Background: an optimization exercise with open tools, aiming at small area, a short achievable clock period and few clock cycles. Do not read the settings as production practice. No functional check of the RTL was part of this run. Power and IR drop assume default switching activity.

===== flow/config.mk =====
export PLATFORM = sky130hd
export DESIGN_NAME = fhd_engine
export DESIGN_NICKNAME = fhd_engine
export VERILOG_FILES = /design/flow/design.v
export SDC_FILE = /design/flow/constraint.sdc
export NUM_CORES = 4
export LEC_CHECK = 0
export CAP_MARGIN = 20
export CORE_MARGIN = 2
export CORE_UTILIZATION = 40
export SLEW_MARGIN = 20

===== flow/constraint.sdc =====
create_clock -name core_clock -period 22.0 [get_ports {clk}]
set_input_delay 4.4000 -clock core_clock [delete_from_list [all_inputs] [get_ports {clk}]]
set_output_delay 4.4000 -clock core_clock [all_outputs]
set_load 0.01 [all_outputs]

===== flow/design.v =====
module fhd_engine (
    input  wire         clk,
    input  wire         rst,         
    input  wire         in_valid,
    input  wire [7:0]   in_data,
    output wire         in_ready,
    output wire         busy,
    output wire [7:0]   status,
    output reg          dout_valid,
    output wire [127:0] digest
);
    localparam [31:0] S1_INIT = 32'h05274C6C;
    localparam [31:0] S2_INIT = 32'h6A7769F3;
    localparam [31:0] S3_INIT = 32'h7672239B;
    localparam [31:0] AA = 32'hC32F1E4B;
    localparam [31:0] BB = 32'h596807CD;
    localparam [31:0] CC = 32'hDE6F723A;
    localparam [31:0] DD = 32'hA18945BC;
    localparam [31:0] KF = 32'h5A827999;
    localparam [31:0] KG = 32'h6ED9EBA1;
    localparam [31:0] KH = 32'hCA62C1D6;
    localparam [31:0] KI = 32'h8F1BBCDC;
    localparam [7:0] OP_INIT   = 8'h01;
    localparam [7:0] OP_UPDATE = 8'h02;
    localparam [7:0] OP_FINAL  = 8'h03;
    localparam [1:0] S_IDLE = 2'd0,
                     S_LEN  = 2'd1,
                     S_DATA = 2'd2,
                     S_COMP = 2'd3;
    localparam [1:0] PH_A = 2'd0, PH_B = 2'd1, PH_C = 2'd2, PH_D = 2'd3;
    function [31:0] rol32;
        input [31:0] v;
        input [4:0]  n;
        begin
            rol32 = (v << n) | (v >> (6'd32 - {1'b0, n}));
        end
    endfunction
    reg [31:0]  a, b, c, d;          
    reg [31:0]  s0, s1, s2, s3;      
    reg [127:0] pend;                
    reg         ready_q, err_q;
    reg [1:0]   cause_q;
    reg [1:0]   state;
    reg [31:0]  remaining;           
    reg [3:0]   byte_idx;            
    reg         last_q;              
    reg         final_mode;
    reg [5:0]   rnd;
    reg [1:0]   ph;
    reg [2:0]   iter;
    assign status   = {4'b0000, cause_q, err_q, ready_q};
    assign in_ready = (state != S_COMP);
    assign busy     = (state != S_IDLE);
    wire accept = in_valid && in_ready;
    wire [31:0] x0 = s1 + s2 + s3;
    wire [31:0] x1 = s1 + {s2[30:0], 1'b0} + {s3[30:0], 1'b0};
    wire [31:0] x2 = {s1[30:0], 1'b0} + s2 + {s2[30:0], 1'b0} + {s3[29:0], 2'b00};
    wire [31:0] x3 = {s1[29:0], 2'b00} + {s2[29:0], 2'b00} + {s2[30:0], 1'b0}
                   + {s3[28:0], 3'b000} - s3;
    assign digest = {x3, x2, x1, x0};
    reg [31:0] ox, oy, oz, ow, fn, sp, sq, kst;
    reg [4:0]  m_in, m_out;
    always @(*) begin
        case (ph)
            PH_A: begin
                ox = a; oy = b; oz = c; ow = d;
                fn = ((a ^ b) | (c ^ d)) + KF;
                sp = x2; sq = x3; kst = AA;
                m_in = 5'd5; m_out = 5'd24;
            end
            PH_B: begin
                ox = b; oy = c; oz = d; ow = a;
                fn = ((a | ~c) | (b & ~d)) + KG;
                sp = s0; sq = s1; kst = BB;
                m_in = 5'd19; m_out = 5'd10;
            end
            PH_C: begin
                ox = c; oy = d; oz = a; ow = b;
                fn = ((a & ~d) ^ (b & ~c)) + KH;
                sp = s1; sq = s0; kst = CC;
                m_in = 5'd13; m_out = 5'd11;
            end
            default: begin
                ox = d; oy = a; oz = b; ow = c;
                fn = ((~a ^ b) | (c ^ ~d)) + KI;
                sp = s2; sq = s2; kst = DD;
                m_in = 5'd8; m_out = 5'd3;
            end
        endcase
    end
    wire [4:0]  i5    = rnd[4:0];
    wire [31:0] roy   = rol32(oy, i5 & m_in & ox[4:0]);
    wire [31:0] tsum  = ox + roy + sp + ~oz + (ow & ox) + (oy | oz) + fn;
    wire [31:0] xn    = rol32(tsum ^ sq, i5 & m_out);
    wire [31:0] ssum  = xn + oy + oz + ow + kst;
    wire [31:0] snew  = (ph == PH_A) ? (xn ^ ssum) : ssum;
    wire [6:0] a_nib = a[3:0] + a[7:4] + a[11:8] + a[15:12]
                     + a[19:16] + a[23:20] + a[27:24] + a[31:28];
    wire       a_wr  = &a[31:1];
    wire [7:0] a_t   = {1'b0, a_nib} + (a_wr ? 8'd1 : 8'd2);
    wire [2:0] nb    = a_t % 8'd5;
    wire [6:0] b_ch  = b[2:0] + b[5:3] + b[8:6] + b[11:9] + b[14:12]
                     + b[17:15] + b[20:18] + b[23:21] + b[26:24] + b[29:27]
                     + b[31:30];
    wire       b_wr  = (b[31:2] == 30'h3FFFFFFF) && (b[1:0] != 2'b00);
    wire [7:0] b_t   = {1'b0, b_ch} + (b_wr ? 8'd6 : 8'd3);
    wire [2:0] nc    = b_t % 8'd7;
    wire [2:0] nd    = c[2:0] + 3'd4;
    reg [2:0] ncur;
    always @(*) begin
        case (ph)
            PH_B:    ncur = nb;
            PH_C:    ncur = nc;
            default: ncur = nd;
        endcase
    end
    wire        do_step = (ph == PH_A) || (iter != ncur);
    wire [2:0]  iter_n  = iter + 3'd1;
    wire        more    = (ph != PH_A) && (iter_n != ncur);
    wire [15:0] bsel = 16'd1 << byte_idx;
    wire        last_c = (byte_idx == 4'd0) ? (remaining <= 32'd16) : last_q;
    integer j;
    always @(posedge clk) begin
        dout_valid <= 1'b0;
        if (rst) begin
            state      <= S_IDLE;
            ready_q    <= 1'b0;
            err_q      <= 1'b0;
            cause_q    <= 2'd0;
        end else begin
            case (state)
                S_IDLE: begin
                    if (accept && !err_q) begin
                        case (in_data)
                            OP_INIT: begin
                                s1      <= S1_INIT;
                                s2      <= S2_INIT;
                                s3      <= S3_INIT;
                                pend    <= 128'd0;
                                ready_q <= 1'b1;
                            end
                            OP_UPDATE: begin
                                if (!ready_q) begin
                                    err_q   <= 1'b1;
                                    cause_q <= 2'd1;
                                end else begin
                                    byte_idx <= 4'd0;
                                    state    <= S_LEN;
                                end
                            end
                            OP_FINAL: begin
                                if (!ready_q) begin
                                    err_q   <= 1'b1;
                                    cause_q <= 2'd1;
                                end else begin
                                    final_mode <= 1'b1;
                                    a     <= pend[31:0];
                                    b     <= pend[63:32];
                                    c     <= pend[95:64];
                                    d     <= pend[127:96];
                                    rnd   <= 6'd0;
                                    ph    <= PH_A;
                                    state <= S_COMP;
                                end
                            end
                            default: begin
                                err_q   <= 1'b1;
                                cause_q <= 2'd2;
                            end
                        endcase
                    end
                end
                S_LEN: begin
                    if (accept) begin
                        remaining <= {in_data, remaining[31:8]};
                        byte_idx  <= byte_idx + 4'd1;
                        if (byte_idx[1:0] == 2'd3) begin
                            byte_idx <= 4'd0;
                            if ({in_data, remaining[31:8]} == 32'd0)
                                state <= S_IDLE;
                            else
                                state <= S_DATA;
                        end
                    end
                end
                S_DATA: begin
                    if (accept) begin
                        remaining <= remaining - 32'd1;
                        byte_idx  <= byte_idx + 4'd1;
                        last_q    <= last_c;
                        for (j = 0; j < 4; j = j + 1) begin
                            if (bsel[j])      a[8*j +: 8] <= in_data;
                            if (bsel[4 + j])  b[8*j +: 8] <= in_data;
                            if (bsel[8 + j])  c[8*j +: 8] <= in_data;
                            if (bsel[12 + j]) d[8*j +: 8] <= in_data;
                        end
                        for (j = 0; j < 16; j = j + 1)
                            if (bsel[j] && last_c) pend[8*j +: 8] <= in_data;
                        if (remaining == 32'd1) begin
                            state <= S_IDLE;
                        end else if (byte_idx == 4'd15) begin
                            final_mode <= 1'b0;
                            rnd   <= 6'd0;
                            ph    <= PH_A;
                            state <= S_COMP;
                        end
                    end
                end
                S_COMP: begin
                    if (do_step) begin
                        case (ph)
                            PH_A: begin
                                a  <= xn;
                                s0 <= snew;
                                s1 <= x1;
                                s2 <= x2;
                                s3 <= x3;
                            end
                            PH_B: begin b <= xn; s1 <= snew; end
                            PH_C: begin c <= xn; s2 <= snew; end
                            default: begin d <= xn; s3 <= snew; end
                        endcase
                    end
                    if (ph == PH_A) begin
                        ph   <= PH_B;
                        iter <= 3'd0;
                    end else if (do_step && more) begin
                        iter <= iter_n;
                    end else begin
                        iter <= 3'd0;
                        if (do_step && ph == PH_B) begin
                            ph <= PH_C;
                        end else if (do_step && ph == PH_C) begin
                            ph <= PH_D;
                        end else if (ph == PH_B && nc != 3'd0) begin
                            ph <= PH_C;
                        end else if (ph != PH_D && nd != 3'd0) begin
                            ph <= PH_D;
                        end else begin
                            ph <= PH_A;
                            if (rnd == 6'd34) begin
                                if (final_mode) begin
                                    dout_valid <= 1'b1;
                                    ready_q    <= 1'b0;
                                    state      <= S_IDLE;
                                end else begin
                                    state <= S_DATA;
                                end
                            end else begin
                                rnd <= rnd + 6'd1;
                            end
                        end
                    end
                end
            endcase
        end
    end
endmodule

===== flow/run.sh =====
#!/bin/bash
# synth_recipe.tcl (not shown) runs the flow's synth.tcl, then flattens the netlist and writes it again
# the make line also repeats each setting of config.mk as NAME=value (left out here)
make -C /OpenROAD-flow-scripts/flow DESIGN_CONFIG=/design/flow/config.mk WORK_HOME=/design/flow/orfs CLKGATE_MAP_FILE= SYNTH_SCRIPT=/design/flow/synth_recipe.tcl finish

==> summary.txt <==
status=no timing/DRC/antenna violations; Avg WL per Cell=approximately 28 um; Placed Instances=~8,600; Syn Inst Count=approximately 6,800; row count=140; # resized after CTS=0; Total Nets Final=approximately 7,500; Max Cap Violations=0; largest net degree at the start of global routing=180; sequential share of the synthesized area=0.224; Worst-Margin Slew=between 1 and 1.5 ns; GRT met2 Usage=0.491; Synth Area in Compound Gates=0.210; Critical Path Max Stage Delay=0.79 ns; Vias/cell=slightly above 6; crit path launch type=flop; Comb pwr share=0.041; Max rail drop VDD=approximately 0.053 mV; max FFs per register=about 130; Switching Share=0.234; Final Cycle Share=0.823; via count=roughly 53,000; drt initial violations=6,613; CP arrival=approximately 19 ns; initial core utilization=0.403; Layout area overhead=8.66%; RSZ-0062 raised after global routing=false; DRC viols=0; CTS sink count=440; Synth Area in Adders=0.230; CP required=~22 ns; setup TNS=0 ns; Worst-Skew Late Latency=between 0.6 and 0.7 ns; hold slack final=roughly 0.51 ns; commonest non-fill, non-tap cell in the layout=nand2_1; die height=387 um; Port Buffer Count=between 100 and 150; initial antenna violation count=12; Ports=150; cts bufs inserted=50; Synth Flop Type=edfxtp_1; met1 track demand over resource=0.420; layout cells sized above 1=0.0557; Detail Route Antenna Nets=0; worst setup margin=approximately 4 ns; #FFs+latches synth=between 400 and 500; XOR/XNOR Fraction of Synth Area=0.0723; Post-Syn Area per Cell=around 8.7 um2; Hold Path Stages=2; chip width=just under 400 um; GRT Total Usage=0.310; TritonCTS clock tree=built; post-CTS setup buffer count=0; Netlist Area Pre-Place=58,700 um2; M3 GR Usage=0.0409; part of the power in registers=0.496; CP Max Fanout=a little under 70; pre-CTS setup slack=between 4 and 5 ns; post-layout instance count excluding filler cells=8,671; cell mode on critical path=inv_1; Leak=25.2 nW; Reg with most FFs=pend; Synth Area in Simple Gates=0.163; Synth warnings=1; Post-synth EDFFs=roughly 430; CTS max path bufs=3; Worst R2R Path Depth=56; core area=between 100,000 and 150,000 um2; Root Buffer=clkbuf_16; Final Cell Area=approximately 64,000 um2; Slowest-stage cell, CP=ha_4; Hold WC Path Type=flop to flop; DP Area=62,200 um2; Placer Congestion=1.02; commonest cells after routing, fill and taps aside=700 x nand2_1, 617 x inv_1, 589 x nor2_1; critical path type=flop to flop; switching power of the nets=0.000429 W; Pwr Density=about 29 nW/um2; vias in the first global route=between 50,000 and 60,000; Post-synth ARST share=0; gr ovfl total=0; Post-CTS Hold Buffers=0; P_int=0.00140 W; htree depth=2; Final setup viols=0; Clk pin slew, worst setup/hold paths=roughly 0.06 ns; synth unique cells=around 110; Rel. slew slack=0.193; Slew Limit Fails=0; mux contribution to synthesized area=0.0356; first-pass GRT wire length=between 300,000 and 400,000 um; Critical Path Sink Type=flop; DRT Pass-1 Iters=12; Period minus WS final=~18 ns; WL final=between 200,000 and 250,000 um; clock share of power=0.462; Fin Clk Skew=between 0.04 and 0.05 ns; DP HPWL=around 190,000 um; Max Freq=about 55 MHz; largest family of logic cells by synthesized area=adder cells; Hold Fails Final Rpt=0; busiest layer in global routing=met2; die area=approximately 150,000 um2
## cells by family after synthesis
logic type               after synthesis
flip-flops                           440
AO/OA/AOI/OAI                       1827
other                                  1
AND/OR/NAND/NOR                     2069
XOR/XNOR                             479
buffers and inverters               1012
adder cells (fa/ha/maj)              778
multiplexers                         176
## Yosys cell counts (57+ instances only)
| cell type | n | area [um2] |
|---|---|---|
| xnor2_1 | 321 | 2810 |
| o211ai_1 | 57 | 428 |
| nand2_1 | 700 | 2630 |
| nand2b_1 | 98 | 613 |
| mux2i_1 | 113 | 1130 |
| fa_1 | 503 | 10100 |
| a221oi_1 | 60 | 526 |
| a21o_1 | 144 | 1080 |
| a31oi_1 | 67 | 419 |
| nor2_1 | 593 | 2230 |
| a211oi_1 | 72 | 541 |
| clkbuf_1 | 285 | 1070 |
| edfxtp_1 | 433 | 13000 |
| inv_1 | 622 | 2330 |
| o21ai_0 | 334 | 1670 |
| a22oi_1 | 64 | 480 |
| buf_1 | 70 | 263 |
| nand3_1 | 101 | 505 |
| nor2b_1 | 96 | 601 |
| a222oi_1 | 113 | 1130 |
| a21oi_1 | 497 | 2490 |
| nor3_1 | 123 | 616 |
| ha_1 | 273 | 3420 |
| xor2_1 | 154 | 1350 |
## final timing paths
| path | startpoint | to | slack [ns] |
|---|---|---|---|
| worst max register to register | ph[0] | s1[30] | 3.89 |
| worst max-delay path | ph[0] | s1[30] | 3.89 |
| worst min register to register | pend[57] | b[25] | 0.51 |
| worst min-delay path | pend[57] | b[25] | 0.51 |
## metal layers
layer,wire length (um),vias up
met5,40,-
met3,19100,440
met2,108000,2703
li1,-,23900
met1,99700,26200
met4,13200,6
## metrics by stage
| step | total power (W) | utilization |
|---|---|---|
| 6_report | 0.00183 | 0.438 |
| 5_1_grt | 0.00188 | 0.438 |
| 4_1_cts | 0.00184 | 0.438 |
| 3_5_place_dp | 0.00100 | 0.427 |
| 3_3_place_gp | 0.00100 | 0.427 |
| 2_1_floorplan | 0.000972 | - |
## cell type report
cell class	instances	area, um2
inverter	628	2370
fill	14400	81900
antenna	7	17.5
clock buffer	58	1280
multi-input combinational	5333	42000
timing repair buffer	257	2320
clock inverter	31	334
tap	1917	2400
sequential	440	13100
## power groups by stage
| stage | logic [W] | registers (W) | clock network [W] |
|---|---|---|---|
| floorplan | 0.0000453 | 0.000927 | 0 |
| global placement | 0.0000733 | 0.000927 | 0 |
| detailed placement | 0.0000734 | 0.000927 | 0 |
| CTS | 0.0000738 | 0.000909 | 0.000859 |
| global route | 0.0000800 | 0.000909 | 0.000887 |
| finish | 0.0000756 | 0.000909 | 0.000847 |
## critical path, delay by kind of cell, from the launching register on
family / cells / cell delay, ns
adder cells (fa/ha/maj): 9 / 4.32
AO/OA/AOI/OAI: 25 / 6.95
multiplexers: 3 / 1.00
AND/OR/NAND/NOR: 7 / 1.65
buffers and inverters: 9 / 1.74
XOR/XNOR: 3 / 1.55
flip-flops: 1 / 0.53

## static timing again, ports no longer ideal
Ports are ideal in the flow. The routed layout listed here was re-timed in OpenROAD.
Step 1: set_driving_cell puts a clkbuf_16 on clk and a buf_2 on each other input, an assumption about the parent block.
Step 2 moves the port delays by t, midway between the first and last clock arrival at a register: inputs arrive t later, outputs are due t later. That takes back most of the time a late clock gives input paths.
a / b / c = ideal / step 1 / step 2; a / b = the first two.
shift t [ns]: 0.740
setup slack, ns: 3.889 / 3.889 / 3.889
worst setup path at the end: register to register
worst register clock-pin slew, ns: 0.06 / 0.06
After both steps setup and hold are still met in this run. The setup slack of this run moves by 0.000 ns with the drivers and by 0.000 ns with both steps.
